Background: an optimization exercise with open tools, aiming at a short achievable clock period. Do not read the settings as production practice. In this exercise RTL edits were held to simulation tests only and were not proved equivalent to the original. Power is estimated from default activity; no workload was simulated.

==> flow/design.v, too long to show whole: its modules and the start of the top module <==
// module viking_core: 389 lines
// module mul23_pp: 552 lines
// module mul23_fin: 536 lines
// module div_r8: 64 lines
// module div_r16: 85 lines
// module ks_add15: 16 lines
// module ks_add23: 18 lines
// module ks_add27: 18 lines
// module ks_add28: 18 lines
// module ks_add46: 20 lines
module viking_core (
    input  wire        clk,
    input  wire        rst,           
    input  wire [31:0] budget,        
    output wire        mem_req,
    output wire        mem_we,
    output wire [14:0] mem_addr,
    output wire [23:0] mem_wdata,
    input  wire [23:0] mem_rdata,
    input  wire        mem_ready,
    output wire        done,
    output wire [23:0] reg_a,
    output wire [23:0] reg_b,
    output wire [14:0] reg_x1,
    output wire [14:0] reg_x2,
    output wire [14:0] reg_x3,
    output wire [14:0] reg_pc,
    output wire        flag_overflow,
    output wire        flag_halted,
    output wire [63:0] cost_cycles,
    output reg         diag_valid,
    output reg  [5:0]  diag_op,
    output reg  [14:0] diag_fa
);
  // ...
==> flow/flow/run.sh <==
#!/bin/bash
set -euo pipefail
bash standard.sh SETUP_SLACK_MARGIN=8 finish > standard.log 2>&1
==> flow/standard.sh <==
#!/bin/bash
# synth_recipe.tcl (not shown) runs the flow's synth.tcl, then flattens the netlist and writes it again
# the make line also repeats each setting of config.mk as NAME=value (left out here)
make -C /OpenROAD-flow-scripts/flow DESIGN_CONFIG=/design/flow/config.mk WORK_HOME=/design/flow/orfs CLKGATE_MAP_FILE= SYNTH_SCRIPT=/design/flow/synth_recipe.tcl "${@:-finish}"
==> flow/config.mk <==
export PLATFORM = sky130hd
export DESIGN_NAME = viking_core
export DESIGN_NICKNAME = viking_core
export VERILOG_FILES = /design/flow/design.v
export SDC_FILE = /design/flow/constraint.sdc
export NUM_CORES = 4
export LEC_CHECK = 0
export ABC_CLOCK_PERIOD_IN_PS = 4000
export CAP_MARGIN = 25
export CORE_MARGIN = 2
export CORE_UTILIZATION = 40
export PLACE_DENSITY = 0.6
export SLEW_MARGIN = 35
==> flow/constraint.sdc <==
create_clock -name core_clock -period 12.0 [get_ports {clk}]
set_input_delay 2.4000 -clock core_clock [delete_from_list [all_inputs] [get_ports {clk}]]
set_output_delay 2.4000 -clock core_clock [all_outputs]
set_load 0.01 [all_outputs]
==> results.tsv, run 1 <==
metric	value	unit
p_sw	5.81	mW
place_ws	5.27	ns
slew_violations	0	
r2r_slack	6.84	ns
htreeDepth	3	
pwr-share-seq	24.4	%
use_met1	50.5	%
reg_top3	mul_mid x226, cyc_hi1 x56, cyc_hi x56	
drtPass1Iterations	8	
drt-initial-drc-count	12358	
fin_cells	14495	
synth_seq_cells	839	
ys_top_cells_by_count	ha_1, inv_1, nand2_1, nor2_1, xnor2_1	
largest_register_ffs	226	
fin_setup_tns	0	ns
whs_path_depth	2	
grt_pass1_vias	87174	
maxCapViolations	0	
nonClkBufAreaFrac	13.5	%
drcViolationCount	0	
register_area	22400	um2
rsz0062_at_grt	true	
placementRows	173	
ys_seq_area_share	24.8	%
status	finished clean	
grt_use_met3	9.98	%
pg_clk	3.58	mW
Testbench counts, summed over its fixed seeds: clk cycles 224,044.
==> module viking_core, before the edit <==
module viking_core (
    input  wire        clk,
    input  wire        rst,           
    input  wire [31:0] budget,        
    output wire        mem_req,
    output wire        mem_we,
    output wire [14:0] mem_addr,
    output wire [23:0] mem_wdata,
    input  wire [23:0] mem_rdata,
    input  wire        mem_ready,
    output wire        done,
    output wire [23:0] reg_a,
    output wire [23:0] reg_b,
    output wire [14:0] reg_x1,
    output wire [14:0] reg_x2,
    output wire [14:0] reg_x3,
    output wire [14:0] reg_pc,
    output wire        flag_overflow,
    output wire        flag_halted,
    output wire [63:0] cost_cycles,
    output reg         diag_valid,
    output reg  [5:0]  diag_op,
    output reg  [14:0] diag_fa
);
    localparam [5:0] OP_HLT = 6'o00, OP_XEC = 6'o02, OP_STB = 6'o03, OP_STA = 6'o05,
                     OP_ADD = 6'o10, OP_SUB = 6'o11, OP_SKG = 6'o12, OP_SKN = 6'o13,
                     OP_ANA = 6'o15, OP_ORA = 6'o16, OP_ERA = 6'o17,
                     OP_LDB = 6'o23, OP_LDA = 6'o24, OP_JSL = 6'o27,
                     OP_MPY = 6'o34, OP_DIV = 6'o35, OP_ARS = 6'o40, OP_ALS = 6'o41,
                     OP_TAB = 6'o55, OP_LDX = 6'o56, OP_IAB = 6'o57, OP_SIX = 6'o66,
                     OP_JPL = 6'o70, OP_JZE = 6'o71, OP_JMI = 6'o72, OP_JNZ = 6'o73,
                     OP_JMP = 6'o74, OP_NOP = 6'o77;
    localparam [3:0] XEC_DEPTH_LIMIT = 4'd8;    
    localparam [1:0] S_RUN = 2'd0, S_DIV = 2'd1, S_DONE = 2'd2;
    localparam [2:0] E_ADD = 3'd0, E_SUB = 3'd1, E_MPY = 3'd2, E_DIV = 3'd7;
    localparam integer DIV_CYC = 6;              
    reg [23:0] A, B;
    reg [14:0] X1, X2, X3, PC;
    reg        overflow, halted;
    reg [7:0]  cyc_lo;     
    reg [55:0] cyc_hi;     
    reg [55:0] cyc_hi1;    
    reg [6:0]  cost_q;     
    reg [33:0] rem;        
    reg        unb;        
    reg [1:0]  state;
    reg        pv;         
    reg        pi;         
    reg [23:0] ir;
    reg [14:0] ea_q;       
    reg [14:0] fa;         
    reg [3:0]  depth;
    reg        e_valid;
    reg [2:0]  e_op;
    reg [23:0] e_m;        
    reg [2:0]  dv_cnt;
    reg [22:0] dv_d;       
    reg [26:0] dm3, dm5, dm6, dm7, dm9, dm10, dm11, dm12, dm13, dm14, dm15;   
    reg [22:0] dv_r;       
    reg [22:0] dv_lo;      
    reg        dv_sign;
    wire [23:0] m = mem_rdata;
    function [14:0] xsel(input [1:0] s, input [14:0] x1, input [14:0] x2, input [14:0] x3);
        xsel = (s == 2'd1) ? x1 : (s == 2'd2) ? x2 : (s == 2'd3) ? x3 : 15'd0;
    endfunction
    wire [33:0] left     = rem - {27'd0, cost_q};
    wire        left_neg = left[33];
    wire        left_sml = (left[33:8] == 26'd0);
    wire [8:0]  left_m5  = {1'b0, left[7:0]} - 9'd5;
    wire stop5  = !unb && (left_neg || (left_sml && (left[7:0] <= 8'd5)));
    wire stop6  = !unb && (left_neg || (left_sml && (left[7:0] <= 8'd6)));
    wire stop10 = !unb && (left_neg || (left_sml && (left[7:0] <= 8'd10)));
    wire stop28 = !unb && (left_neg || (left_sml && (left[7:0] <= 8'd28)));
    wire stop44 = !unb && (left_neg || (left_sml && (left[7:0] <= 8'd44)));
    wire sh_neg = !unb && (left_neg || (left_sml && left_m5[8]));
    wire sh_chk = !unb && !left_neg && left_sml && !left_m5[8] && (left_m5[7:5] == 3'd0);
    wire [5:0] op = ir[23:18];
    wire       ii = ir[17];
    wire [1:0] xs = ir[16:15];
    wire c_rd  = (op == OP_LDA) || (op == OP_LDB) || (op == OP_ADD) || (op == OP_SUB) ||
                 (op == OP_ANA) || (op == OP_ORA) || (op == OP_ERA) || (op == OP_MPY) ||
                 (op == OP_DIV) || (op == OP_SKG) || (op == OP_SKN) ||
                 ((op == OP_LDX) && (xs != 2'd0));
    wire c_wr  = (op == OP_STA) || (op == OP_STB) || (op == OP_JSL) || (op == OP_SIX);
    wire c_cj  = (op == OP_JPL) || (op == OP_JZE) || (op == OP_JMI) || (op == OP_JNZ);
    wire c_jmp = (op == OP_JMP);
    wire c_xec = (op == OP_XEC);
    wire c_sh  = (op == OP_ARS) || (op == OP_ALS);
    wire c_hlt = (op == OP_HLT);
    wire c_nop = (op == OP_NOP) || (op == OP_LDX) || (op == OP_TAB) || (op == OP_IAB);
    wire c_mem = c_rd || c_wr;
    wire c_ea  = c_mem || c_cj || c_jmp || c_xec || c_sh;
    wire c_bad = !(c_ea || c_hlt || c_nop);
    wire a_zero = (A[22:0] == 23'd0);
    wire cj_t   = ((op == OP_JPL) && !A[23] && !a_zero) || ((op == OP_JZE) && a_zero) ||
                  ((op == OP_JMI) && A[23]) || ((op == OP_JNZ) && !a_zero);
    wire xec_lim = (depth == XEC_DEPTH_LIMIT);
    wire in_run  = (state == S_RUN);
    wire k_ind   = in_run && pv && !pi && ii && c_ea;         
    wire k_mem   = in_run && pv && !k_ind && c_mem;           
    wire k_exe   = in_run && pv && !k_ind && !c_mem;          
    wire k_fetch = in_run && !k_ind && !k_mem;                
    wire taken   = pv && (c_jmp || cj_t || (c_xec && !xec_lim));
    wire xec_go  = c_xec && !xec_lim;
    wire halt_x  = c_hlt || c_bad || (c_xec && xec_lim);
    wire use_ea  = pv && (k_ind || k_mem || taken);
    wire [14:0] fetch_addr = taken ? ea_q : PC;
    wire [14:0] pc_inc  = PC + 15'd1;
    wire [14:0] ea_inc  = ea_q + 15'd1;
    wire [4:0] sh_n   = ea_q[4:0];
    wire [6:0] d_exe  = c_sh ? (7'd5 + {2'd0, sh_n}) : c_cj ? 7'd6 :
                        (op == OP_IAB) ? 7'd10 : 7'd5;
    wire stop_exe = halt_x || (c_sh ? (sh_neg || (sh_chk && (left_m5[4:0] <= sh_n))) :
                               c_cj ? stop6 : (op == OP_IAB) ? stop10 : stop5);
    wire end_exe  = k_exe && !xec_go && stop_exe;             
    wire [14:0] ea_s1, ea_s2, ea_s3;
    wire        ea_c1, ea_c2, ea_c3;
    ks_add15 u_ea1 (.a(m[14:0]), .b(X1), .ci(1'b0), .s(ea_s1), .co(ea_c1));
    ks_add15 u_ea2 (.a(m[14:0]), .b(X2), .ci(1'b0), .s(ea_s2), .co(ea_c2));
    ks_add15 u_ea3 (.a(m[14:0]), .b(X3), .ci(1'b0), .s(ea_s3), .co(ea_c3));
    wire [14:0] ea0 = (m[16:15] == 2'd1) ? ea_s1 : (m[16:15] == 2'd2) ? ea_s2 :
                      (m[16:15] == 2'd3) ? ea_s3 : m[14:0];
    wire [22:0] cmp_s1, cmp_s2;
    wire        a_ge_m, m_ge_a;
    ks_add23 u_cmp1 (.a(A[22:0]), .b(~m[22:0]), .ci(1'b1), .s(cmp_s1), .co(a_ge_m));
    ks_add23 u_cmp2 (.a(m[22:0]), .b(~A[22:0]), .ci(1'b1), .s(cmp_s2), .co(m_ge_a));
    wire a_gt_m = !m_ge_a;
    wire m_zero = (m[22:0] == 23'd0);
    wire a_neg  = A[23] && !a_zero;
    wire m_neg  = m[23] && !m_zero;
    reg  skg_gt;
    always @(*) begin
        if (!a_neg && m_neg)       skg_gt = 1'b1;
        else if (a_neg && !m_neg)  skg_gt = 1'b0;
        else if (!a_neg)           skg_gt = a_gt_m;
        else                       skg_gt = !a_ge_m;
    end
    wire skip = ((op == OP_SKG) && skg_gt) || ((op == OP_SKN) && (A != m));
    reg [6:0] d_mem;
    reg       stop_mem;
    always @(*) begin
        case (op)
            OP_LDX:  begin d_mem = 7'd5;  stop_mem = stop5;  end
            OP_DIV:  begin d_mem = 7'd44; stop_mem = stop44; end
            OP_MPY:  begin d_mem = 7'd28; stop_mem = stop28; end
            default: begin d_mem = 7'd10; stop_mem = stop10; end
        endcase
    end
    wire        e_msgn   = (e_op == E_SUB) ? ~e_m[23] : e_m[23];
    wire [23:0] sum_same;
    wire [22:0] dif_am, dif_ma;
    wire        e_age, e_mga;
    ks_add23 u_add (.a(A[22:0]), .b(e_m[22:0]), .ci(1'b0), .s(sum_same[22:0]), .co(sum_same[23]));
    ks_add23 u_sam (.a(A[22:0]), .b(~e_m[22:0]), .ci(1'b1), .s(dif_am), .co(e_age));
    ks_add23 u_sma (.a(e_m[22:0]), .b(~A[22:0]), .ci(1'b1), .s(dif_ma), .co(e_mga));
    wire [22:0] diff_mag = e_age ? dif_am : dif_ma;
    reg  [23:0] add_res;
    reg         add_ovf;
    always @(*) begin
        if (A[23] == e_msgn) begin
            add_ovf = sum_same[23];
            add_res = {(A[23] && (sum_same != 24'd0)), sum_same[22:0]};
        end else begin
            add_ovf = 1'b0;
            if (diff_mag == 23'd0)
                add_res = 24'd0;
            else
                add_res = {(e_age ? A[23] : e_msgn), diff_mag};
        end
    end
    wire [225:0] mul_mid_d;
    reg  [225:0] mul_mid;
    mul23_pp  u_mpp (.a(m[22:0]), .b(B[22:0]), .mid(mul_mid_d));
    wire [45:0] prod;
    mul23_fin u_mfin (.mid(mul_mid), .p(prod));
    wire        p_sgn  = (B[23] ^ e_m[23]) && (B[22:0] != 23'd0) && (e_m[22:0] != 23'd0);
    wire [22:0] ars_m  = A[22:0] >> sh_n;
    wire [22:0] als_m  = A[22:0] << sh_n;
    wire [26:0] d1 = {4'd0, dv_d};
    wire [26:0] d2 = {3'd0, dv_d, 1'b0};
    wire [26:0] d4 = {2'd0, dv_d, 2'b0};
    wire [26:0] d8 = {1'd0, dv_d, 3'b0};
    wire [26:0] d16 = {dv_d, 4'b0};
    wire [26:0] m3_d, m5_d, m6_d, m7_d;
    wire [26:0] m9_d, m10_d, m11_d, m12_d, m13_d, m14_d, m15_d;
    wire [10:0] dco;
    wire [26:0] s11 = d8 ^ d2 ^ d1;
    wire [26:0] c11 = (d8 & d2) | (d8 & d1) | (d2 & d1);
    wire [26:0] s13 = d8 ^ d4 ^ d1;
    wire [26:0] c13 = (d8 & d4) | (d8 & d1) | (d4 & d1);
    ks_add27 u_m3  (.a(d2), .b(d1), .ci(1'b0), .s(m3_d), .co(dco[0]));
    ks_add27 u_m5  (.a(d4), .b(d1), .ci(1'b0), .s(m5_d), .co(dco[1]));
    ks_add27 u_m6  (.a(d4), .b(d2), .ci(1'b0), .s(m6_d), .co(dco[2]));
    ks_add27 u_m7  (.a(d8), .b(~d1), .ci(1'b1), .s(m7_d), .co(dco[3]));
    ks_add27 u_m9  (.a(d8), .b(d1), .ci(1'b0), .s(m9_d), .co(dco[4]));
    ks_add27 u_m10 (.a(d8), .b(d2), .ci(1'b0), .s(m10_d), .co(dco[5]));
    ks_add27 u_m11 (.a(s11), .b({c11[25:0], 1'b0}), .ci(1'b0), .s(m11_d), .co(dco[6]));
    ks_add27 u_m12 (.a(d8), .b(d4), .ci(1'b0), .s(m12_d), .co(dco[7]));
    ks_add27 u_m13 (.a(s13), .b({c13[25:0], 1'b0}), .ci(1'b0), .s(m13_d), .co(dco[8]));
    ks_add27 u_m14 (.a(d16), .b(~d2), .ci(1'b1), .s(m14_d), .co(dco[9]));
    ks_add27 u_m15 (.a(d16), .b(~d1), .ci(1'b1), .s(m15_d), .co(dco[10]));
    wire [22:0] r8, r16;
    wire [2:0]  q8;
    wire [3:0]  q16;
    div_r8  u_d8  (.rr({dv_r, dv_lo[22:20]}), .d(dv_d), .r(r8), .q(q8));
    div_r16 u_d16 (.rr({dv_r, dv_lo[22:19]}), .d1(d1), .d2(d2), .d3(dm3), .d4(d4), .d5(dm5),
                   .d6(dm6), .d7(dm7), .d8(d8), .d9(dm9), .d10(dm10), .d11(dm11), .d12(dm12),
                   .d13(dm13), .d14(dm14), .d15(dm15), .r(r16), .q(q16));
    wire [8:0]  cost_lo  = {1'b0, cyc_lo} + {2'b00, cost_q};
    wire [55:0] cost_hi  = cost_lo[8] ? cyc_hi1 : cyc_hi;
    wire [63:0] cost_sum = {cost_hi, cost_lo[7:0]};
    reg [23:0] wdata;
    always @(*) begin
        case (op)
            OP_STA:  wdata = A;
            OP_STB:  wdata = B;
            OP_JSL:  wdata = {9'd0, PC};
            default: wdata = {9'd0, xsel(xs, X1, X2, X3)};
        endcase
    end
    assign mem_req   = in_run;
    assign mem_we    = k_mem && c_wr;
    assign mem_addr  = use_ea ? ea_q : PC;
    assign mem_wdata = wdata;
    assign done      = (state == S_DONE) && !e_valid;
    wire hold = !mem_ready && !end_exe;
    always @(posedge clk) begin
        diag_valid <= 1'b0;
        if (rst) begin
            A        <= 24'd0;
            B        <= 24'd0;
            X1       <= 15'd0;
            X2       <= 15'd0;
            X3       <= 15'd0;
            PC       <= 15'd0;
            overflow <= 1'b0;
            halted   <= 1'b0;
            cyc_lo   <= 8'd0;
            cyc_hi   <= 56'd0;
            cyc_hi1  <= 56'd1;
            cost_q   <= 7'd0;
            rem      <= {2'b00, budget};
            unb      <= (budget == 32'd0);
            state    <= S_RUN;
            pv       <= 1'b0;
            pi       <= 1'b0;
            depth    <= 4'd0;
            e_valid  <= 1'b0;
            diag_op  <= 6'd0;
            diag_fa  <= 15'd0;
        end else begin
            e_m     <= m;
            mul_mid <= mul_mid_d;
            if (state != S_DIV) begin
                dv_d    <= m[22:0];
                dv_r    <= A[22:0];
                dv_lo   <= B[22:0];
                dv_sign <= A[23] ^ m[23];
                dv_cnt  <= 3'd0;
            end
            cyc_lo  <= cost_lo[7:0];
            cyc_hi  <= cost_hi;
            cyc_hi1 <= cost_hi + 56'd1;
            rem     <= left;
            cost_q  <= 7'd0;
            e_valid <= 1'b0;
            if (e_valid) begin
                case (e_op)
                    E_ADD, E_SUB: begin
                        A <= add_res;
                        if (add_ovf) overflow <= 1'b1;
                    end
                    E_MPY: begin
                        A <= {p_sgn, prod[45:23]};
                        B <= {p_sgn, prod[22:0]};
                    end
                    default: begin    
                        B <= {dv_sign && (dv_lo[22:0] != 23'd0), dv_lo[22:0]};
                        A <= {A[23] && (dv_r != 23'd0), dv_r};
                    end
                endcase
            end
            if (in_run && !hold) begin
                if (k_exe) begin
                    if (xec_go) begin
                        cost_q <= 7'd5;
                        depth  <= depth + 4'd1;
                    end else begin
                        depth  <= 4'd0;
                        cost_q <= d_exe;
                        if (halt_x) halted <= 1'b1;
                        if (c_bad || c_xec) begin
                            diag_valid <= 1'b1;
                            diag_op    <= op;
                            diag_fa    <= fa;
                        end
                        case (op)
                            OP_ARS: A <= {A[23], ars_m};
                            OP_ALS: A <= {A[23], als_m};
                            OP_TAB: B <= A;
                            OP_IAB: begin A <= B; B <= A; end
                            default: ;
                        endcase
                    end
                end
                if (k_ind) begin
                    ea_q <= m[14:0];
                    pi   <= 1'b1;
                end else if (k_mem) begin
                    pv <= 1'b0;
                    case (op)
                        OP_LDA: A <= m;
                        OP_LDB: B <= m;
                        OP_ANA: A <= A & m;
                        OP_ORA: A <= A | m;
                        OP_ERA: A <= A ^ m;
                        OP_LDX: case (xs)
                                    2'd1: X1 <= m[14:0];
                                    2'd2: X2 <= m[14:0];
                                    2'd3: X3 <= m[14:0];
                                    default: ;
                                endcase
                        default: ;
                    endcase
                    if (op == OP_ADD || op == OP_SUB || op == OP_MPY) e_valid <= 1'b1;
                    e_op <= (op == OP_ADD) ? E_ADD : (op == OP_SUB) ? E_SUB : E_MPY;
                    if (op == OP_JSL) PC <= ea_inc;
                    else if (skip)    PC <= pc_inc;
                    if (op == OP_DIV && !a_ge_m) begin
                        state <= S_DIV;
                    end else begin
                        if (op == OP_DIV) overflow <= 1'b1;
                        depth  <= 4'd0;
                        cost_q <= d_mem;
                        if (stop_mem) state <= S_DONE;
                    end
                end else if (end_exe) begin
                    pv    <= 1'b0;
                    PC    <= c_hlt ? fa : fetch_addr;
                    state <= S_DONE;
                end else begin
                    ir   <= m;
                    ea_q <= ea0;
                    fa   <= fetch_addr;
                    PC   <= taken ? ea_inc : pc_inc;
                    pv   <= 1'b1;
                    pi   <= 1'b0;
                end
            end
            if (state == S_DIV) begin
                if (dv_cnt == 3'd0) begin
                    dv_r  <= r8;
                    dv_lo <= {dv_lo[19:0], q8};
                    dm3   <= m3_d;
                    dm5   <= m5_d;
                    dm6   <= m6_d;
                    dm7   <= m7_d;
                    dm9   <= m9_d;
                    dm10  <= m10_d;
                    dm11  <= m11_d;
                    dm12  <= m12_d;
                    dm13  <= m13_d;
                    dm14  <= m14_d;
                    dm15  <= m15_d;
                end else begin
                    dv_r  <= r16;
                    dv_lo <= {dv_lo[18:0], q16};
                end
                dv_cnt <= dv_cnt + 3'd1;
                if (dv_cnt == DIV_CYC - 1) begin
                    e_valid <= 1'b1;
                    e_op    <= E_DIV;
                    depth   <= 4'd0;
                    cost_q  <= 7'd44;
                    state   <= stop44 ? S_DONE : S_RUN;
                end
            end
        end
    end
    assign reg_a         = A;
    assign reg_b         = B;
    assign reg_x1        = X1;
    assign reg_x2        = X2;
    assign reg_x3        = X3;
    assign reg_pc        = PC;
    assign flag_overflow = overflow;
    assign flag_halted   = halted;
    assign cost_cycles   = cost_sum;
endmodule
==> inputs of run 2 (changes only) <==
--- a/flow/design.v
+++ b/flow/design.v
@@ -33,7 +33,7 @@
     localparam [3:0] XEC_DEPTH_LIMIT = 4'd8;    
     localparam [1:0] S_RUN = 2'd0, S_DIV = 2'd1, S_DONE = 2'd2;
     localparam [2:0] E_ADD = 3'd0, E_SUB = 3'd1, E_MPY = 3'd2, E_DIV = 3'd7;
-    localparam integer DIV_CYC = 6;              
+    localparam integer DIV_CYC = 5;              
     reg [23:0] A, B;
     reg [14:0] X1, X2, X3, PC;
     reg        overflow, halted;
@@ -55,7 +55,7 @@
     reg [23:0] e_m;        
     reg [2:0]  dv_cnt;
     reg [22:0] dv_d;       
-    reg [26:0] dm3, dm5, dm6, dm7, dm9, dm10, dm11, dm12, dm13, dm14, dm15;   
+    reg [27:0] dm3, dm5, dm6, dm7, dm9, dm10, dm11, dm12, dm13, dm14, dm15, dm17, dm18, dm19, dm20, dm21, dm22, dm23, dm24, dm25, dm26, dm27, dm28, dm29, dm30, dm31;   
     reg [22:0] dv_r;       
     reg [22:0] dv_lo;      
     reg        dv_sign;
@@ -176,36 +176,44 @@
     wire        p_sgn  = (B[23] ^ e_m[23]) && (B[22:0] != 23'd0) && (e_m[22:0] != 23'd0);
     wire [22:0] ars_m  = A[22:0] >> sh_n;
     wire [22:0] als_m  = A[22:0] << sh_n;
-    wire [26:0] d1 = {4'd0, dv_d};
-    wire [26:0] d2 = {3'd0, dv_d, 1'b0};
-    wire [26:0] d4 = {2'd0, dv_d, 2'b0};
-    wire [26:0] d8 = {1'd0, dv_d, 3'b0};
-    wire [26:0] d16 = {dv_d, 4'b0};
-    wire [26:0] m3_d, m5_d, m6_d, m7_d;
-    wire [26:0] m9_d, m10_d, m11_d, m12_d, m13_d, m14_d, m15_d;
-    wire [10:0] dco;
-    wire [26:0] s11 = d8 ^ d2 ^ d1;
-    wire [26:0] c11 = (d8 & d2) | (d8 & d1) | (d2 & d1);
-    wire [26:0] s13 = d8 ^ d4 ^ d1;
-    wire [26:0] c13 = (d8 & d4) | (d8 & d1) | (d4 & d1);
-    ks_add27 u_m3  (.a(d2), .b(d1), .ci(1'b0), .s(m3_d), .co(dco[0]));
-    ks_add27 u_m5  (.a(d4), .b(d1), .ci(1'b0), .s(m5_d), .co(dco[1]));
-    ks_add27 u_m6  (.a(d4), .b(d2), .ci(1'b0), .s(m6_d), .co(dco[2]));
-    ks_add27 u_m7  (.a(d8), .b(~d1), .ci(1'b1), .s(m7_d), .co(dco[3]));
-    ks_add27 u_m9  (.a(d8), .b(d1), .ci(1'b0), .s(m9_d), .co(dco[4]));
-    ks_add27 u_m10 (.a(d8), .b(d2), .ci(1'b0), .s(m10_d), .co(dco[5]));
-    ks_add27 u_m11 (.a(s11), .b({c11[25:0], 1'b0}), .ci(1'b0), .s(m11_d), .co(dco[6]));
-    ks_add27 u_m12 (.a(d8), .b(d4), .ci(1'b0), .s(m12_d), .co(dco[7]));
-    ks_add27 u_m13 (.a(s13), .b({c13[25:0], 1'b0}), .ci(1'b0), .s(m13_d), .co(dco[8]));
-    ks_add27 u_m14 (.a(d16), .b(~d2), .ci(1'b1), .s(m14_d), .co(dco[9]));
-    ks_add27 u_m15 (.a(d16), .b(~d1), .ci(1'b1), .s(m15_d), .co(dco[10]));
-    wire [22:0] r8, r16;
+    wire [27:0] d1  = {5'd0, dv_d};
+    wire [27:0] d2  = {4'd0, dv_d, 1'b0};
+    wire [27:0] d4  = {3'd0, dv_d, 2'b0};
+    wire [27:0] d8  = {2'd0, dv_d, 3'b0};
+    wire [27:0] d16 = {1'd0, dv_d, 4'b0};
+    wire [27:0] m3_d;
+    wire [27:0] m5_d;
+    wire [27:0] m6_d;
+    wire [27:0] m7_d;
+    wire [27:0] m9_d;
+    wire [27:0] m10_d;
+    wire [27:0] m11_d;
+    wire [27:0] m12_d;
+    wire [27:0] m13_d;
+    wire [27:0] m14_d;
+    wire [27:0] m15_d;
+    wire [27:0] m17_d;
+    wire [27:0] m18_d;
+    wire [27:0] m19_d;
+    wire [27:0] m20_d;
+    wire [27:0] m21_d;
+    wire [27:0] m22_d;
+    wire [27:0] m23_d;
+    wire [27:0] m24_d;
+    wire [27:0] m25_d;
+    wire [27:0] m26_d;
+    wire [27:0] m27_d;
+    wire [27:0] m28_d;
+    wire [27:0] m29_d;
+    wire [27:0] m30_d;
+    wire [27:0] m31_d;
+    div_mults u_dm (.d(dv_d), .m3(m3_d), .m5(m5_d), .m6(m6_d), .m7(m7_d), .m9(m9_d), .m10(m10_d), .m11(m11_d), .m12(m12_d), .m13(m13_d), .m14(m14_d), .m15(m15_d), .m17(m17_d), .m18(m18_d), .m19(m19_d), .m20(m20_d), .m21(m21_d), .m22(m22_d), .m23(m23_d), .m24(m24_d), .m25(m25_d), .m26(m26_d), .m27(m27_d), .m28(m28_d), .m29(m29_d), .m30(m30_d), .m31(m31_d));
+    wire [22:0] r8, r32;
     wire [2:0]  q8;
-    wire [3:0]  q16;
+    wire [4:0]  q32;
     div_r8  u_d8  (.rr({dv_r, dv_lo[22:20]}), .d(dv_d), .r(r8), .q(q8));
-    div_r16 u_d16 (.rr({dv_r, dv_lo[22:19]}), .d1(d1), .d2(d2), .d3(dm3), .d4(d4), .d5(dm5),
-                   .d6(dm6), .d7(dm7), .d8(d8), .d9(dm9), .d10(dm10), .d11(dm11), .d12(dm12),
-                   .d13(dm13), .d14(dm14), .d15(dm15), .r(r16), .q(q16));
+    div_r32 u_d32 (.rr({dv_r, dv_lo[22:18]}), .d1(d1), .d2(d2), .d3(dm3), .d4(d4), .d5(dm5), .d6(dm6), .d7(dm7), .d8(d8), .d9(dm9), .d10(dm10), .d11(dm11), .d12(dm12), .d13(dm13), .d14(dm14), .d15(dm15), .d16(d16), .d17(dm17), .d18(dm18), .d19(dm19), .d20(dm20), .d21(dm21), .d22(dm22), .d23(dm23), .d24(dm24), .d25(dm25), .d26(dm26), .d27(dm27), .d28(dm28), .d29(dm29), .d30(dm30), .d31(dm31),
+                   .r(r32), .q(q32));
     wire [8:0]  cost_lo  = {1'b0, cyc_lo} + {2'b00, cost_q};
     wire [55:0] cost_hi  = cost_lo[8] ? cyc_hi1 : cyc_hi;
     wire [63:0] cost_sum = {cost_hi, cost_lo[7:0]};
@@ -351,20 +359,35 @@
                 if (dv_cnt == 3'd0) begin
                     dv_r  <= r8;
                     dv_lo <= {dv_lo[19:0], q8};
-                    dm3   <= m3_d;
-                    dm5   <= m5_d;
-                    dm6   <= m6_d;
-                    dm7   <= m7_d;
-                    dm9   <= m9_d;
-                    dm10  <= m10_d;
-                    dm11  <= m11_d;
-                    dm12  <= m12_d;
-                    dm13  <= m13_d;
-                    dm14  <= m14_d;
-                    dm15  <= m15_d;
+                    dm3 <= m3_d;
+                    dm5 <= m5_d;
+                    dm6 <= m6_d;
+                    dm7 <= m7_d;
+                    dm9 <= m9_d;
+                    dm10 <= m10_d;
+                    dm11 <= m11_d;
+                    dm12 <= m12_d;
+                    dm13 <= m13_d;
+                    dm14 <= m14_d;
+                    dm15 <= m15_d;
+                    dm17 <= m17_d;
+                    dm18 <= m18_d;
+                    dm19 <= m19_d;
+                    dm20 <= m20_d;
+                    dm21 <= m21_d;
+                    dm22 <= m22_d;
+                    dm23 <= m23_d;
+                    dm24 <= m24_d;
+                    dm25 <= m25_d;
+                    dm26 <= m26_d;
+                    dm27 <= m27_d;
+                    dm28 <= m28_d;
+                    dm29 <= m29_d;
+                    dm30 <= m30_d;
+                    dm31 <= m31_d;
                 end else begin
-                    dv_r  <= r16;
-                    dv_lo <= {dv_lo[18:0], q16};
+                    dv_r  <= r32;
+                    dv_lo <= {dv_lo[17:0], q32};
                 end
                 dv_cnt <= dv_cnt + 3'd1;
                 if (dv_cnt == DIV_CYC - 1) begin
@@ -1624,6 +1647,252 @@
     assign q[2] = s4 | s5 | s6 | s7 | s12 | s13 | s14 | s15;
     assign q[3] = s8 | s9 | s10 | s11 | s12 | s13 | s14 | s15;
 endmodule
+module div_r32 (input wire [27:0] rr, input wire [27:0] d1, input wire [27:0] d2, input wire [27:0] d3, input wire [27:0] d4, input wire [27:0] d5, input wire [27:0] d6, input wire [27:0] d7, input wire [27:0] d8, input wire [27:0] d9, input wire [27:0] d10, input wire [27:0] d11, input wire [27:0] d12, input wire [27:0] d13, input wire [27:0] d14, input wire [27:0] d15, input wire [27:0] d16, input wire [27:0] d17, input wire [27:0] d18, input wire [27:0] d19, input wire [27:0] d20, input wire [27:0] d21, input wire [27:0] d22, input wire [27:0] d23, input wire [27:0] d24, input wire [27:0] d25, input wire [27:0] d26, input wire [27:0] d27, input wire [27:0] d28, input wire [27:0] d29, input wire [27:0] d30, input wire [27:0] d31,
+                output wire [22:0] r, output wire [4:0] q);
+    wire [27:0] t1;
+    wire g1;
+    ks_add28 u_t1 (.a(rr), .b(~d1), .ci(1'b1), .s(t1), .co(g1));
+    wire [27:0] t2;
+    wire g2;
+    ks_add28 u_t2 (.a(rr), .b(~d2), .ci(1'b1), .s(t2), .co(g2));
+    wire [27:0] t3;
+    wire g3;
+    ks_add28 u_t3 (.a(rr), .b(~d3), .ci(1'b1), .s(t3), .co(g3));
+    wire [27:0] t4;
+    wire g4;
+    ks_add28 u_t4 (.a(rr), .b(~d4), .ci(1'b1), .s(t4), .co(g4));
+    wire [27:0] t5;
+    wire g5;
+    ks_add28 u_t5 (.a(rr), .b(~d5), .ci(1'b1), .s(t5), .co(g5));
+    wire [27:0] t6;
+    wire g6;
+    ks_add28 u_t6 (.a(rr), .b(~d6), .ci(1'b1), .s(t6), .co(g6));
+    wire [27:0] t7;
+    wire g7;
+    ks_add28 u_t7 (.a(rr), .b(~d7), .ci(1'b1), .s(t7), .co(g7));
+    wire [27:0] t8;
+    wire g8;
+    ks_add28 u_t8 (.a(rr), .b(~d8), .ci(1'b1), .s(t8), .co(g8));
+    wire [27:0] t9;
+    wire g9;
+    ks_add28 u_t9 (.a(rr), .b(~d9), .ci(1'b1), .s(t9), .co(g9));
+    wire [27:0] t10;
+    wire g10;
+    ks_add28 u_t10 (.a(rr), .b(~d10), .ci(1'b1), .s(t10), .co(g10));
+    wire [27:0] t11;
+    wire g11;
+    ks_add28 u_t11 (.a(rr), .b(~d11), .ci(1'b1), .s(t11), .co(g11));
+    wire [27:0] t12;
+    wire g12;
+    ks_add28 u_t12 (.a(rr), .b(~d12), .ci(1'b1), .s(t12), .co(g12));
+    wire [27:0] t13;
+    wire g13;
+    ks_add28 u_t13 (.a(rr), .b(~d13), .ci(1'b1), .s(t13), .co(g13));
+    wire [27:0] t14;
+    wire g14;
+    ks_add28 u_t14 (.a(rr), .b(~d14), .ci(1'b1), .s(t14), .co(g14));
+    wire [27:0] t15;
+    wire g15;
+    ks_add28 u_t15 (.a(rr), .b(~d15), .ci(1'b1), .s(t15), .co(g15));
+    wire [27:0] t16;
+    wire g16;
+    ks_add28 u_t16 (.a(rr), .b(~d16), .ci(1'b1), .s(t16), .co(g16));
+    wire [27:0] t17;
+    wire g17;
+    ks_add28 u_t17 (.a(rr), .b(~d17), .ci(1'b1), .s(t17), .co(g17));
+    wire [27:0] t18;
+    wire g18;
+    ks_add28 u_t18 (.a(rr), .b(~d18), .ci(1'b1), .s(t18), .co(g18));
+    wire [27:0] t19;
+    wire g19;
+    ks_add28 u_t19 (.a(rr), .b(~d19), .ci(1'b1), .s(t19), .co(g19));
+    wire [27:0] t20;
+    wire g20;
+    ks_add28 u_t20 (.a(rr), .b(~d20), .ci(1'b1), .s(t20), .co(g20));
+    wire [27:0] t21;
+    wire g21;
+    ks_add28 u_t21 (.a(rr), .b(~d21), .ci(1'b1), .s(t21), .co(g21));
+    wire [27:0] t22;
+    wire g22;
+    ks_add28 u_t22 (.a(rr), .b(~d22), .ci(1'b1), .s(t22), .co(g22));
+    wire [27:0] t23;
+    wire g23;
+    ks_add28 u_t23 (.a(rr), .b(~d23), .ci(1'b1), .s(t23), .co(g23));
+    wire [27:0] t24;
+    wire g24;
+    ks_add28 u_t24 (.a(rr), .b(~d24), .ci(1'b1), .s(t24), .co(g24));
+    wire [27:0] t25;
+    wire g25;
+    ks_add28 u_t25 (.a(rr), .b(~d25), .ci(1'b1), .s(t25), .co(g25));
+    wire [27:0] t26;
+    wire g26;
+    ks_add28 u_t26 (.a(rr), .b(~d26), .ci(1'b1), .s(t26), .co(g26));
+    wire [27:0] t27;
+    wire g27;
+    ks_add28 u_t27 (.a(rr), .b(~d27), .ci(1'b1), .s(t27), .co(g27));
+    wire [27:0] t28;
+    wire g28;
+    ks_add28 u_t28 (.a(rr), .b(~d28), .ci(1'b1), .s(t28), .co(g28));
+    wire [27:0] t29;
+    wire g29;
+    ks_add28 u_t29 (.a(rr), .b(~d29), .ci(1'b1), .s(t29), .co(g29));
+    wire [27:0] t30;
+    wire g30;
+    ks_add28 u_t30 (.a(rr), .b(~d30), .ci(1'b1), .s(t30), .co(g30));
+    wire [27:0] t31;
+    wire g31;
+    ks_add28 u_t31 (.a(rr), .b(~d31), .ci(1'b1), .s(t31), .co(g31));
+    wire g32 = 1'b0;
+    wire s0 = !g1;
+    wire s1 = g1 & !g2;
+    wire s2 = g2 & !g3;
+    wire s3 = g3 & !g4;
+    wire s4 = g4 & !g5;
+    wire s5 = g5 & !g6;
+    wire s6 = g6 & !g7;
+    wire s7 = g7 & !g8;
+    wire s8 = g8 & !g9;
+    wire s9 = g9 & !g10;
+    wire s10 = g10 & !g11;
+    wire s11 = g11 & !g12;
+    wire s12 = g12 & !g13;
+    wire s13 = g13 & !g14;
+    wire s14 = g14 & !g15;
+    wire s15 = g15 & !g16;
+    wire s16 = g16 & !g17;
+    wire s17 = g17 & !g18;
+    wire s18 = g18 & !g19;
+    wire s19 = g19 & !g20;
+    wire s20 = g20 & !g21;
+    wire s21 = g21 & !g22;
+    wire s22 = g22 & !g23;
+    wire s23 = g23 & !g24;
+    wire s24 = g24 & !g25;
+    wire s25 = g25 & !g26;
+    wire s26 = g26 & !g27;
+    wire s27 = g27 & !g28;
+    wire s28 = g28 & !g29;
+    wire s29 = g29 & !g30;
+    wire s30 = g30 & !g31;
+    wire s31 = g31 & !g32;
+    assign r = ({23{s0}} & rr[22:0])
+             | ({23{s1}} & t1[22:0])
+             | ({23{s2}} & t2[22:0])
+             | ({23{s3}} & t3[22:0])
+             | ({23{s4}} & t4[22:0])
+             | ({23{s5}} & t5[22:0])
+             | ({23{s6}} & t6[22:0])
+             | ({23{s7}} & t7[22:0])
+             | ({23{s8}} & t8[22:0])
+             | ({23{s9}} & t9[22:0])
+             | ({23{s10}} & t10[22:0])
+             | ({23{s11}} & t11[22:0])
+             | ({23{s12}} & t12[22:0])
+             | ({23{s13}} & t13[22:0])
+             | ({23{s14}} & t14[22:0])
+             | ({23{s15}} & t15[22:0])
+             | ({23{s16}} & t16[22:0])
+             | ({23{s17}} & t17[22:0])
+             | ({23{s18}} & t18[22:0])
+             | ({23{s19}} & t19[22:0])
+             | ({23{s20}} & t20[22:0])
+             | ({23{s21}} & t21[22:0])
+             | ({23{s22}} & t22[22:0])
+             | ({23{s23}} & t23[22:0])
+             | ({23{s24}} & t24[22:0])
+             | ({23{s25}} & t25[22:0])
+             | ({23{s26}} & t26[22:0])
+             | ({23{s27}} & t27[22:0])
+             | ({23{s28}} & t28[22:0])
+             | ({23{s29}} & t29[22:0])
+             | ({23{s30}} & t30[22:0])
+             | ({23{s31}} & t31[22:0]);
+    assign q[0] = s1 | s3 | s5 | s7 | s9 | s11 | s13 | s15 | s17 | s19 | s21 | s23 | s25 | s27 | s29 | s31;
+    assign q[1] = s2 | s3 | s6 | s7 | s10 | s11 | s14 | s15 | s18 | s19 | s22 | s23 | s26 | s27 | s30 | s31;
+    assign q[2] = s4 | s5 | s6 | s7 | s12 | s13 | s14 | s15 | s20 | s21 | s22 | s23 | s28 | s29 | s30 | s31;
+    assign q[3] = s8 | s9 | s10 | s11 | s12 | s13 | s14 | s15 | s24 | s25 | s26 | s27 | s28 | s29 | s30 | s31;
+    assign q[4] = s16 | s17 | s18 | s19 | s20 | s21 | s22 | s23 | s24 | s25 | s26 | s27 | s28 | s29 | s30 | s31;
+endmodule
+module div_mults (input wire [22:0] d, output wire [27:0] m3, output wire [27:0] m5, output wire [27:0] m6, output wire [27:0] m7, output wire [27:0] m9, output wire [27:0] m10, output wire [27:0] m11, output wire [27:0] m12, output wire [27:0] m13, output wire [27:0] m14, output wire [27:0] m15, output wire [27:0] m17, output wire [27:0] m18, output wire [27:0] m19, output wire [27:0] m20, output wire [27:0] m21, output wire [27:0] m22, output wire [27:0] m23, output wire [27:0] m24, output wire [27:0] m25, output wire [27:0] m26, output wire [27:0] m27, output wire [27:0] m28, output wire [27:0] m29, output wire [27:0] m30, output wire [27:0] m31);
+    wire [27:0] e0 = {5'd0, d};
+    wire [27:0] e1 = {4'd0, d, 1'd0};
+    wire [27:0] e2 = {3'd0, d, 2'd0};
+    wire [27:0] e3 = {2'd0, d, 3'd0};
+    wire [27:0] e4 = {1'd0, d, 4'd0};
+    wire [27:0] e5 = {d, 5'd0};
+    wire co3;
+    ks_add28 u_m3 (.a(~e0), .b(e2), .ci(1'b1), .s(m3), .co(co3));
+    wire co5;
+    ks_add28 u_m5 (.a(e0), .b(e2), .ci(1'b0), .s(m5), .co(co5));
+    wire co6;
+    ks_add28 u_m6 (.a(~e1), .b(e3), .ci(1'b1), .s(m6), .co(co6));
+    wire co7;
+    ks_add28 u_m7 (.a(~e0), .b(e3), .ci(1'b1), .s(m7), .co(co7));
+    wire co9;
+    ks_add28 u_m9 (.a(e0), .b(e3), .ci(1'b0), .s(m9), .co(co9));
+    wire co10;
+    ks_add28 u_m10 (.a(e1), .b(e3), .ci(1'b0), .s(m10), .co(co10));
+    wire co11;
+    wire [27:0] cs11 = ~e0 ^ ~e2 ^ e4;
+    wire [27:0] cc11 = (~e0 & ~e2) | (~e0 & e4) | (~e2 & e4);
+    ks_add28 u_m11 (.a(cs11), .b({cc11[26:0], 1'b1}), .ci(1'b1), .s(m11), .co(co11));
+    wire co12;
+    ks_add28 u_m12 (.a(~e2), .b(e4), .ci(1'b1), .s(m12), .co(co12));
+    wire co13;
+    wire [27:0] cs13 = e0 ^ ~e2 ^ e4;
+    wire [27:0] cc13 = (e0 & ~e2) | (e0 & e4) | (~e2 & e4);
+    ks_add28 u_m13 (.a(cs13), .b({cc13[26:0], 1'b0}), .ci(1'b1), .s(m13), .co(co13));
+    wire co14;
+    ks_add28 u_m14 (.a(~e1), .b(e4), .ci(1'b1), .s(m14), .co(co14));
+    wire co15;
+    ks_add28 u_m15 (.a(~e0), .b(e4), .ci(1'b1), .s(m15), .co(co15));
+    wire co17;
+    ks_add28 u_m17 (.a(e0), .b(e4), .ci(1'b0), .s(m17), .co(co17));
+    wire co18;
+    ks_add28 u_m18 (.a(e1), .b(e4), .ci(1'b0), .s(m18), .co(co18));
+    wire co19;
+    wire [27:0] cs19 = ~e0 ^ e2 ^ e4;
+    wire [27:0] cc19 = (~e0 & e2) | (~e0 & e4) | (e2 & e4);
+    ks_add28 u_m19 (.a(cs19), .b({cc19[26:0], 1'b0}), .ci(1'b1), .s(m19), .co(co19));
+    wire co20;
+    ks_add28 u_m20 (.a(e2), .b(e4), .ci(1'b0), .s(m20), .co(co20));
+    wire co21;
+    wire [27:0] cs21 = e0 ^ e2 ^ e4;
+    wire [27:0] cc21 = (e0 & e2) | (e0 & e4) | (e2 & e4);
+    ks_add28 u_m21 (.a(cs21), .b({cc21[26:0], 1'b0}), .ci(1'b0), .s(m21), .co(co21));
+    wire co22;
+    wire [27:0] cs22 = ~e1 ^ ~e3 ^ e5;
+    wire [27:0] cc22 = (~e1 & ~e3) | (~e1 & e5) | (~e3 & e5);
+    ks_add28 u_m22 (.a(cs22), .b({cc22[26:0], 1'b1}), .ci(1'b1), .s(m22), .co(co22));
+    wire co23;
+    wire [27:0] cs23 = ~e0 ^ ~e3 ^ e5;
+    wire [27:0] cc23 = (~e0 & ~e3) | (~e0 & e5) | (~e3 & e5);
+    ks_add28 u_m23 (.a(cs23), .b({cc23[26:0], 1'b1}), .ci(1'b1), .s(m23), .co(co23));
+    wire co24;
+    ks_add28 u_m24 (.a(~e3), .b(e5), .ci(1'b1), .s(m24), .co(co24));
+    wire co25;
+    wire [27:0] cs25 = e0 ^ ~e3 ^ e5;
+    wire [27:0] cc25 = (e0 & ~e3) | (e0 & e5) | (~e3 & e5);
+    ks_add28 u_m25 (.a(cs25), .b({cc25[26:0], 1'b0}), .ci(1'b1), .s(m25), .co(co25));
+    wire co26;
+    wire [27:0] cs26 = e1 ^ ~e3 ^ e5;
+    wire [27:0] cc26 = (e1 & ~e3) | (e1 & e5) | (~e3 & e5);
+    ks_add28 u_m26 (.a(cs26), .b({cc26[26:0], 1'b0}), .ci(1'b1), .s(m26), .co(co26));
+    wire co27;
+    wire [27:0] cs27 = ~e0 ^ ~e2 ^ e5;
+    wire [27:0] cc27 = (~e0 & ~e2) | (~e0 & e5) | (~e2 & e5);
+    ks_add28 u_m27 (.a(cs27), .b({cc27[26:0], 1'b1}), .ci(1'b1), .s(m27), .co(co27));
+    wire co28;
+    ks_add28 u_m28 (.a(~e2), .b(e5), .ci(1'b1), .s(m28), .co(co28));
+    wire co29;
+    wire [27:0] cs29 = e0 ^ ~e2 ^ e5;
+    wire [27:0] cc29 = (e0 & ~e2) | (e0 & e5) | (~e2 & e5);
+    ks_add28 u_m29 (.a(cs29), .b({cc29[26:0], 1'b0}), .ci(1'b1), .s(m29), .co(co29));
+    wire co30;
+    ks_add28 u_m30 (.a(~e1), .b(e5), .ci(1'b1), .s(m30), .co(co30));
+    wire co31;
+    ks_add28 u_m31 (.a(~e0), .b(e5), .ci(1'b1), .s(m31), .co(co31));
+endmodule
 module ks_add15 (input wire [14:0] a, input wire [14:0] b, input wire ci,
                   output wire [14:0] s, output wire co);
     wire [14:0] g0 = a & b;
==> results.tsv, run 2 <==
metric	value	unit	change
ys_warn_count	1		unchanged
finalCriticalPeriod	6.11	ns	was 6.09 ns
power_frac_clock	27.2	%	was 25.7%
final_cell_mix	ha_1, inv_1, nor2_1		was ha_1, buf_4, inv_1
largest-register	mul_mid		unchanged
netlist.area_leader.share	18.2	%	was 18.1%
die_area	312000	um2	was 227000 um2
clock-sinks	1045		was 839
synthFlopType	edfxtp_1		unchanged
register_area	28600	um2	was 22400 um2
ys_top_cells_by_count	ha_1, inv_1, nor2_1, a21oi_1, xnor2_1		was ha_1, inv_1, nand2_1, nor2_1, xnor2_1
drive_gt1_share	23.1	%	was 26.1%
synth_area	123000	um2	was 89400 um2
yosys.area.top_type	edfxtp_1		unchanged
arrival	3.71	ns	was 3.69 ns
vias_per_cell	6.27		was 6.33
synth_seq_cells	1045		was 839
pin_count	297		unchanged
slew_violations	0		unchanged
grt_pass1_vias	115002		was 87174
cts.path.max_buffers	4		was 3
vias	123765		was 91771
placed_cell_area	133000	um2	was 97400 um2
min_path_type	register to register		unchanged
power.density	106	nW/um2	was 117 nW/um2
reg_top3	mul_mid x226, cyc_hi1 x56, cyc_hi x56		unchanged
fill_cells	27810		was 19686
intPower	9.95	mW	was 8.14 mW
holdWs	0.456	ns	was 0.446 ns
worst_pin_slew	1.10	ns	was 1.02 ns
io_buffers	296		unchanged
antenna_found_initial	34		was 21
cts_buffers	146		was 111
ys_seq_area_share	23.1	%	was 24.8%
start_kind	register		unchanged
placementRows	203		was 173
drcViolationCount	0		unchanged
postRouteAntennaNets	0		unchanged
fin_util	52.4	%	was 53.8%
p_leak	69.4	nW	was 50.3 nW
period_share	51.0	%	was 50.8%
maxCapViolations	0		unchanged
async_reset_ff_share	0	%	unchanged
drt-initial-drc-count	16839		was 12358
largest_register_ffs	226		unchanged
grt-ovfl-total	0		unchanged
syn_nets	16232		was 11639
wl	604000	um	was 444000 um
vdd_drop_max	0.125	mV	was 0.132 mV
clock_skew	0.0712	ns	was 0.0902 ns
ys_types	111		was 95
p_sw	6.97	mW	was 5.81 mW
dp_hpwl	410000	um	was 293000 um
status	finished clean		unchanged
total_power	16.9	mW	was 14.0 mW
root_buffer	clkbuf_16		unchanged
insertion_delay	0.89	ns	was 0.82 ns
fp.dieH	559	um	was 477 um
synth.area.top_cells	edfxtp_1, ha_1, fa_1, xnor2_1, dfxtp_1		was edfxtp_1, ha_1, fa_1, dfxtp_1, xnor2_1
netlist_instances	14099		was 10206
cts_tree	built		unchanged
grt_first_pass_wirelength	839000	um	was 622000 um
route.detailed.wl_per_inst	30.6	um	about the same
core	306000	um2	was 222000 um2
path_clk_slew	0.07	ns	was 0.06 ns
fin_setup_tns	0	ns	unchanged
fin_nets	17637		was 12835
pwr-share-seq	24.8	%	was 24.4%
start_util	40.2	%	about the same
setup_viol_count_final	0		unchanged
grt_start_max_net_pins	99		was 141
multiInputGateArea	97000	um2	was 69700 um2
swShare	41.2	%	was 41.7%
die_w	559	um	was 477 um
rsz0062_at_grt	true		unchanged
relSlewSlack	26.3	%	was 32.1%
synth_edf_count	744		was 538
layout_commonest_cell	ha_1		unchanged
crit_fanout	6		was 7
combPwrFrac	48.0	%	was 49.9%
avgSynthCellArea	8.72	um2	was 8.76 um2
synthToLayoutAreaGrowth	30.2	%	was 33.7%
drtPass1Iterations	8		unchanged
synth.most_common_cell	ha_1		unchanged
ctsHoldBuffers	0		unchanged
gp_routability_congestion	1.06		was 1.01
final_hold_viol_count	0		unchanged
max_freq	164	MHz	about the same
postLayoutCellArea	160000	um2	was 120000 um2
path_class	register to output port		unchanged
cp-end-kind	output port		unchanged
crit_required	9.60	ns	about the same
htreeDepth	4		was 3
grt_usage	36.9	%	about the same
## run 2: cell types whose count changed in the layout (fill, tap and decap cells not counted), sizes merged, moves of 232 or more
cell   previous run  this run
nor2            730      1019
inv             890      1422
buf            1398      1630
a21oi           647       997
xnor2           665       936
ha             1014      1602
## run 2: critical path, cell delays in order, from the launching register on
cell and delay [ns]:
dfxtp_2 0.33, buf_12 0.13, nor4_4 0.32, and4_4 0.31
nand3_4 0.11, nor3b_4 0.19, a211oi_2 0.13, a211o_1 0.18
a21boi_4 0.08, buf_12 0.15, nor3_4 0.17, buf_6 0.15
buf_12 0.13, mux2_4 0.32, buf_6 0.12
## run 2: power groups by stage
stage          clock [mW]  combinational (mW)  sequential [mW]
2_1_floorplan           0                3.80             4.28
3_3_place_gp            0                5.76             4.29
3_5_place_dp            0                5.76             4.29
4_1_cts              4.63                7.27             4.19
5_1_grt              4.74                8.50             4.20
6_report             4.60                8.12             4.20
## run 2: area by class of cell
type,instances,share of cell area [%]
sequential,1045,17.9
multi-input combinational,11082,60.5
antenna,19,0.0297
timing repair inverter,1,0.00469
inverter,1433,3.49
clock inverter,84,0.493
timing repair buffer,1795,11.9
tap,4100,3.20
clock buffer,178,2.47
## run 2: repair_timing
item,in CTS,in global routing
setup buffers,781,309
pin swaps,579,570
resized for setup,2939,814
endpoints found under the setup margin,1212,849
cloned,68,12
## run 2: stage by stage
step / worst slack, ns / std cells
after floorplan: 3.17 / 14099
after global placement: 5.13 / 18282
after detailed placement: 5.09 / 18286
after CTS: 5.94 / 19397
after global routing: 5.76 / 19721
final: 5.89 / 19737
## run 2: cell families (layout without fill, tap and decap cells)
group | after synthesis | after routing | synth area share (%)
and+or+nand+nor | 3392 | 3400 | 13.2
buffers and inverters | 1980 | 3491 | 6.12
DFF | 1045 | 1045 | 23.1
other | 0 | 19 | 0
adders and majority gates | 2075 | 2075 | 24.0
muxes | 241 | 241 | 2.12
xor gates and xnor gates | 1398 | 1398 | 9.95
AOI/OAI and AO/OA | 3968 | 3968 | 21.5
## run 2: path summary, 6_finish.rpt
| path | startpoint | endpoint | slack (ns) | cells past startpoint |
|---|---|---|---|---|
| max | A[21]$_SDFF_PP0_ | mem_addr[9] | 5.89 | 14 |
| min | halted$_SDFFE_PP0P_ | halted$_SDFFE_PP0P_ | 0.46 | 2 |
| max reg2reg | cost_q[0]$_SDFF_PP0_ | cyc_hi1[25]$_SDFF_PP0_ | 5.89 | 43 |
| min reg2reg | halted$_SDFFE_PP0P_ | halted$_SDFFE_PP0P_ | 0.46 | 2 |
## run 2: routing by layer
layer / vias up / global-route usage [%] / routed length (um)
met4: 28 / 20.6 / 44000
met3: 2024 / 10.3 / 75200
met5: - / 0 / 505
met1: 59973 / 49.8 / 240000
met2: 8101 / 52.6 / 244000
li1: 53639 / - / -
Testbench counts of run 2, summed over its fixed seeds: clk cycles 221,937.
==> inputs of run 3 (changes only) <==
--- a/flow/design.v
+++ b/flow/design.v
@@ -38,9 +38,13 @@
     reg [14:0] X1, X2, X3, PC;
     reg        overflow, halted;
     reg [7:0]  cyc_lo;     
-    reg [55:0] cyc_hi;     
+    reg [55:0] cyc_hi;
     reg [55:0] cyc_hi1;    
     reg [6:0]  cost_q;     
+    reg [6:0]  cn;         
+    reg        as_ea;      
+    reg        we_s;       
+    reg        ws_a, ws_b, ws_pc, ws_x1, ws_x2, ws_x3;    
     reg [33:0] rem;        
     reg        unb;        
     reg [1:0]  state;
@@ -72,6 +76,7 @@
     wire stop10 = !unb && (left_neg || (left_sml && (left[7:0] <= 8'd10)));
     wire stop28 = !unb && (left_neg || (left_sml && (left[7:0] <= 8'd28)));
     wire stop44 = !unb && (left_neg || (left_sml && (left[7:0] <= 8'd44)));
+    wire stop0  = !unb && (left_neg || (left == 34'd0));
     wire sh_neg = !unb && (left_neg || (left_sml && left_m5[8]));
     wire sh_chk = !unb && !left_neg && left_sml && !left_m5[8] && (left_m5[7:5] == 3'd0);
     wire [5:0] op = ir[23:18];
@@ -113,6 +118,15 @@
     wire stop_exe = halt_x || (c_sh ? (sh_neg || (sh_chk && (left_m5[4:0] <= sh_n))) :
                                c_cj ? stop6 : (op == OP_IAB) ? stop10 : stop5);
     wire end_exe  = k_exe && !xec_go && stop_exe;             
+    wire [5:0] f_op = m[23:18];
+    wire f_wr  = (f_op == OP_STA) || (f_op == OP_STB) || (f_op == OP_JSL) || (f_op == OP_SIX);
+    wire f_mem = f_wr || (f_op == OP_LDA) || (f_op == OP_LDB) || (f_op == OP_ADD) ||
+                 (f_op == OP_SUB) || (f_op == OP_ANA) || (f_op == OP_ORA) || (f_op == OP_ERA) ||
+                 (f_op == OP_MPY) || (f_op == OP_DIV) || (f_op == OP_SKG) || (f_op == OP_SKN) ||
+                 ((f_op == OP_LDX) && (m[16:15] != 2'd0));
+    wire f_ea  = f_mem || (f_op == OP_JPL) || (f_op == OP_JZE) || (f_op == OP_JMI) ||
+                 (f_op == OP_JNZ) || (f_op == OP_JMP) || (f_op == OP_XEC) || (f_op == OP_ARS) ||
+                 (f_op == OP_ALS);
     wire [14:0] ea_s1, ea_s2, ea_s3;
     wire        ea_c1, ea_c2, ea_c3;
     ks_add15 u_ea1 (.a(m[14:0]), .b(X1), .ci(1'b0), .s(ea_s1), .co(ea_c1));
@@ -214,9 +228,13 @@
     div_r8  u_d8  (.rr({dv_r, dv_lo[22:20]}), .d(dv_d), .r(r8), .q(q8));
     div_r32 u_d32 (.rr({dv_r, dv_lo[22:18]}), .d1(d1), .d2(d2), .d3(dm3), .d4(d4), .d5(dm5), .d6(dm6), .d7(dm7), .d8(d8), .d9(dm9), .d10(dm10), .d11(dm11), .d12(dm12), .d13(dm13), .d14(dm14), .d15(dm15), .d16(d16), .d17(dm17), .d18(dm18), .d19(dm19), .d20(dm20), .d21(dm21), .d22(dm22), .d23(dm23), .d24(dm24), .d25(dm25), .d26(dm26), .d27(dm27), .d28(dm28), .d29(dm29), .d30(dm30), .d31(dm31),
                    .r(r32), .q(q32));
-    wire [8:0]  cost_lo  = {1'b0, cyc_lo} + {2'b00, cost_q};
-    wire [55:0] cost_hi  = cost_lo[8] ? cyc_hi1 : cyc_hi;
-    wire [63:0] cost_sum = {cost_hi, cost_lo[7:0]};
+    always @(*) begin
+        if (k_exe)      cn = xec_go ? 7'd5 : d_exe;
+        else if (k_mem) cn = d_mem;
+        else            cn = 7'd0;
+    end
+    wire [8:0]  cost_lo = {1'b0, cyc_lo} + {2'b00, cn};
+    wire [55:0] cyc_hi2 = cyc_hi1 + 56'd1;
     reg [23:0] wdata;
     always @(*) begin
         case (op)
@@ -227,11 +245,14 @@
         endcase
     end
     assign mem_req   = in_run;
-    assign mem_we    = k_mem && c_wr;
-    assign mem_addr  = use_ea ? ea_q : PC;
-    assign mem_wdata = wdata;
+    wire   sel_ea    = as_ea;
+    assign mem_we    = we_s;
+    assign mem_addr  = sel_ea ? ea_q : PC;
+    assign mem_wdata = ({24{ws_a}} & A) | ({24{ws_b}} & B) | ({9'd0, {15{ws_pc}} & PC}) |
+                       ({9'd0, {15{ws_x1}} & X1}) | ({9'd0, {15{ws_x2}} & X2}) |
+                       ({9'd0, {15{ws_x3}} & X3});
     assign done      = (state == S_DONE) && !e_valid;
-    wire hold = !mem_ready && !end_exe;
+    wire hold = !mem_ready;
     always @(posedge clk) begin
         diag_valid <= 1'b0;
         if (rst) begin
@@ -247,6 +268,8 @@
             cyc_hi   <= 56'd0;
             cyc_hi1  <= 56'd1;
             cost_q   <= 7'd0;
+            as_ea    <= 1'b0;
+            we_s     <= 1'b0;
             rem      <= {2'b00, budget};
             unb      <= (budget == 32'd0);
             state    <= S_RUN;
@@ -266,11 +289,7 @@
                 dv_sign <= A[23] ^ m[23];
                 dv_cnt  <= 3'd0;
             end
-            cyc_lo  <= cost_lo[7:0];
-            cyc_hi  <= cost_hi;
-            cyc_hi1 <= cost_hi + 56'd1;
             rem     <= left;
-            cost_q  <= 7'd0;
             e_valid <= 1'b0;
             if (e_valid) begin
                 case (e_op)
@@ -291,11 +310,9 @@
             if (in_run && !hold) begin
                 if (k_exe) begin
                     if (xec_go) begin
-                        cost_q <= 7'd5;
                         depth  <= depth + 4'd1;
                     end else begin
                         depth  <= 4'd0;
-                        cost_q <= d_exe;
                         if (halt_x) halted <= 1'b1;
                         if (c_bad || c_xec) begin
                             diag_valid <= 1'b1;
@@ -312,10 +329,14 @@
                     end
                 end
                 if (k_ind) begin
-                    ea_q <= m[14:0];
-                    pi   <= 1'b1;
+                    ea_q  <= m[14:0];
+                    pi    <= 1'b1;
+                    as_ea <= c_mem || c_jmp || c_xec;
+                    we_s  <= c_wr;
                 end else if (k_mem) begin
-                    pv <= 1'b0;
+                    pv    <= 1'b0;
+                    as_ea <= 1'b0;
+                    we_s  <= 1'b0;
                     case (op)
                         OP_LDA: A <= m;
                         OP_LDB: B <= m;
@@ -339,13 +360,19 @@
                     end else begin
                         if (op == OP_DIV) overflow <= 1'b1;
                         depth  <= 4'd0;
-                        cost_q <= d_mem;
                         if (stop_mem) state <= S_DONE;
                     end
                 end else if (end_exe) begin
                     pv    <= 1'b0;
+                    as_ea <= 1'b0;
+                    we_s  <= 1'b0;
                     PC    <= c_hlt ? fa : fetch_addr;
                     state <= S_DONE;
+                end else if (k_exe && c_cj && cj_t) begin
+                    pv    <= 1'b0;
+                    as_ea <= 1'b0;
+                    we_s  <= 1'b0;
+                    PC    <= ea_q;
                 end else begin
                     ir   <= m;
                     ea_q <= ea0;
@@ -353,6 +380,23 @@
                     PC   <= taken ? ea_inc : pc_inc;
                     pv   <= 1'b1;
                     pi   <= 1'b0;
+                    as_ea <= (m[17] && f_ea) || f_mem || (m[23:18] == OP_JMP) ||
+                             (m[23:18] == OP_XEC);
+                    we_s  <= !m[17] && f_wr;
+                    ws_a  <= (m[23:18] == OP_STA);
+                    ws_b  <= (m[23:18] == OP_STB);
+                    ws_pc <= (m[23:18] == OP_JSL);
+                    ws_x1 <= (m[23:18] == OP_SIX) && (m[16:15] == 2'd1);
+                    ws_x2 <= (m[23:18] == OP_SIX) && (m[16:15] == 2'd2);
+                    ws_x3 <= (m[23:18] == OP_SIX) && (m[16:15] == 2'd3);
+                end
+            end
+            cost_q  <= (in_run && hold) ? 7'd0 : cn;
+            if (!(in_run && hold)) begin
+                cyc_lo <= cost_lo[7:0];
+                if (cost_lo[8]) begin
+                    cyc_hi  <= cyc_hi1;
+                    cyc_hi1 <= cyc_hi2;
                 end
             end
             if (state == S_DIV) begin
@@ -394,8 +438,7 @@
                     e_valid <= 1'b1;
                     e_op    <= E_DIV;
                     depth   <= 4'd0;
-                    cost_q  <= 7'd44;
-                    state   <= stop44 ? S_DONE : S_RUN;
+                    state   <= stop0 ? S_DONE : S_RUN;
                 end
             end
         end
@@ -408,7 +451,7 @@
     assign reg_pc        = PC;
     assign flag_overflow = overflow;
     assign flag_halted   = halted;
-    assign cost_cycles   = cost_sum;
+    assign cost_cycles   = {cyc_hi, cyc_lo};
 endmodule
 module mul23_pp (input wire [22:0] a, input wire [22:0] b, output wire [225:0] mid);
     wire [24:0] bb = {2'b00, b[22:0]};
==> results.tsv, run 3 <==
metric	value	unit	change
clock_skew	0.0467	ns	was 0.0712 ns
path_class	register to register		was register to output port
async_reset_ff_share	0	%	unchanged
synth_area	123000	um2	about the same
drtPass1Iterations	12		was 8
ys_seq_area_share	23.2	%	was 23.1%
synth_edf_count	750		was 744
max_freq	185	MHz	was 164 MHz
slew_violations	0		unchanged
drive_gt1_share	23.0	%	was 23.1%
fin_nets	17762		was 17637
hp-start	cyc_hi[26]$_SDFFE_PP0P_		was halted$_SDFFE_PP0P_
status	finished clean		unchanged
grt_start_max_net_pins	144		was 99
netlist_instances	14228		was 14099
total_power	18.5	mW	was 16.9 mW
place_ws	5.01	ns	was 5.09 ns
drcViolationCount	0		unchanged
largest-register	mul_mid		unchanged
ys_top_cells_by_count	ha_1, inv_1, a21oi_1, nand2_1, nor2_1		was ha_1, inv_1, nor2_1, a21oi_1, xnor2_1
syn_nets	16362		was 16232
yosys.area.top_type	edfxtp_1		unchanged
drt-initial-drc-count	17784		was 16839
crit_required	12.70	ns	was 9.60 ns
path_clk_slew	0.06	ns	was 0.07 ns
pin_count	297		unchanged
avgSynthCellArea	8.66	um2	was 8.72 um2
core	306000	um2	about the same
cts_buffers	145		was 146
p_leak	69.6	nW	was 69.4 nW
maxCapViolations	0		unchanged
fin_cells	19859		was 19737
rsz0062_at_grt	true		unchanged
clock-sinks	1053		was 1045
final_hold_viol_count	0		unchanged
ctsHoldBuffers	0		unchanged
synthFlopType	edfxtp_1		unchanged
vias_per_cell	6.28		was 6.27
io_buffers	296		unchanged
netlist.area_leader.share	18.3	%	was 18.2%
synth_seq_cells	1053		was 1045
crit_path_start	mul_mid[35]$_DFFE_PN_		was A[21]$_SDFF_PP0_
vdd_drop_max	0.133	mV	was 0.125 mV
insertion_delay	0.88	ns	was 0.89 ns
root_buffer	clkbuf_16		unchanged
start_kind	register		unchanged
worst_pin_slew	1.15	ns	was 1.10 ns
wl	601000	um	was 604000 um
die_area	312000	um2	about the same
final_cell_mix	ha_1, inv_1, nand2_1		was ha_1, inv_1, nor2_1
holdWs	0.450	ns	was 0.456 ns
layout_commonest_cell	ha_1		unchanged
placementRows	203		unchanged
synth.area.top_cells	edfxtp_1, ha_1, fa_1, xnor2_1, dfxtp_1		unchanged
start_util	40.2	%	about the same
synthToLayoutAreaGrowth	30.7	%	was 30.2%
cts_tree	built		unchanged
cp-end-kind	register		was output port
grt_pass1_vias	114789		was 115002
fp.dieH	559	um	about the same
htreeDepth	4		unchanged
grt-ovfl-total	0		unchanged
arrival	6.10	ns	was 3.71 ns
r2r_start	mul_mid[35]$_DFFE_PN_		was cost_q[0]$_SDFF_PP0_
ys_warn_count	1		unchanged
reg_top3	mul_mid x226, cyc_hi1 x56, cyc_hi x56		unchanged
setup_viol_count_final	0		unchanged
postRouteAntennaNets	0		unchanged
largest_register_ffs	226		unchanged
dp_hpwl	407000	um	was 410000 um
grt_usage	36.3	%	was 36.9%
route.detailed.wl_per_inst	30.3	um	was 30.6 um
vias	124766		was 123765
synth.most_common_cell	ha_1		unchanged
die_w	559	um	about the same
period_share	45.0	%	was 51.0%
grt_first_pass_wirelength	837000	um	was 839000 um
gp_routability_congestion	1.06		about the same
ys_types	107		was 111
relSlewSlack	22.5	%	was 26.3%
power.density	115	nW/um2	was 106 nW/um2
crit_fanout	4		was 6
antenna_found_initial	41		was 34
fin_setup_tns	0	ns	unchanged
dp_cells	18383		was 18286
fin_ws	6.60	ns	was 5.89 ns
finalCriticalPeriod	5.40	ns	was 6.11 ns
cts.path.max_buffers	4		unchanged
min_path_type	register to register		unchanged
run 3: changes by cell type after synthesis, sizes merged, moves of 48 or more:
cell    previous run  this run
xnor2            936       884
inv             1431      1375
a21oi            997      1097
clkbuf           437       485
nor2            1019       962
mux2i            179        96
nand2            849      1041
o22ai            141        76
run 3: timing repair:
action,4_1_cts,5_1_grt
endpoints found under the hold margin,0,0
pin swaps,709,651
setup buffers,844,286
endpoints found under the setup margin,992,615
cloned,60,7
resized for setup,2790,798
run 3: metrics by stage:
stage	instance area, um2	utilization [%]
2_1_floorplan	124000	-
3_3_place_gp	132000	43.2
3_5_place_dp	132000	43.3
4_1_cts	155000	50.6
5_1_grt	161000	52.6
6_report	161000	52.6
run 3: worst paths after layout:
| check | endpoint | cells after the start | slack (ns) |
|---|---|---|---|
| max | A[21]$_SDFF_PP0_ | 19 | 6.60 |
| min | cyc_hi[26]$_SDFFE_PP0P_ | 2 | 0.45 |
| max reg2reg | A[21]$_SDFF_PP0_ | 19 | 6.60 |
| min reg2reg | cyc_hi[26]$_SDFFE_PP0P_ | 2 | 0.45 |
run 3: power by group:
group | internal, mW | switching [mW] | total, mW
logic | 4.05 | 5.68 | 9.73
clock network | 2.60 | 1.96 | 4.56
registers | 4.16 | 0.0998 | 4.26
total | 10.8 | 7.74 | 18.5
run 3: area by class of cell:
cell class | count | area, um2
Timing Repair Buffer | 1809 | 19100
Fill cell | 27493 | 145000
Tap cell | 4100 | 5130
Clock inverter | 82 | 846
Multi-Input combinational cell | 11236 | 97700
Antenna cell | 20 | 50.0
Inverter | 1383 | 5430
Clock buffer | 176 | 3910
Sequential cell | 1053 | 28900
run 3: kinds of logic after synthesis:
logic type / share of synthesized area [%]
fa+ha+maj: 24.0
simple gates: 13.6
flops: 23.2
compound gates: 22.1
buf+inv: 5.97
xor+xnor: 9.86
mux: 1.33
run 3: critical path: stages, from the launching register on:
cell and delay [ns]:
edfxtp_1 0.40, fa_1 0.58, inv_1 0.07, fa_2 0.53, inv_2 0.04, fa_2 0.44
ha_4 0.31, and4_4 0.20, o21a_1 0.13, a21oi_2 0.07, a21oi_2 0.19, a41o_1 0.30
a211oi_2 0.13, or4_4 0.45, a31oi_4 0.17, buf_12 0.14, a21o_4 0.15, nand2_2 0.07
o211ai_1 0.70, a21oi_1 0.16
run 3: per-layer routing:
layer	GRT usage, %	vias up	wire, um
li1	-	54107	-
met1	48.5	60395	236000
met2	52.0	8259	243000
met3	10.0	1985	75500
met4	21.4	20	46000
met5	0.107	-	145
Testbench counts of run 3, summed over its fixed seeds: clk cycles 232,248.

Re-timed with assumed drivers on the ports (clkbuf_16 on the clock, buf_2 on other inputs), run 3 has 6.599 ns of setup slack against 6.599 ns with ideal ports, and 6.279 ns once port delays also move by the mid clock arrival of 0.982 ns.
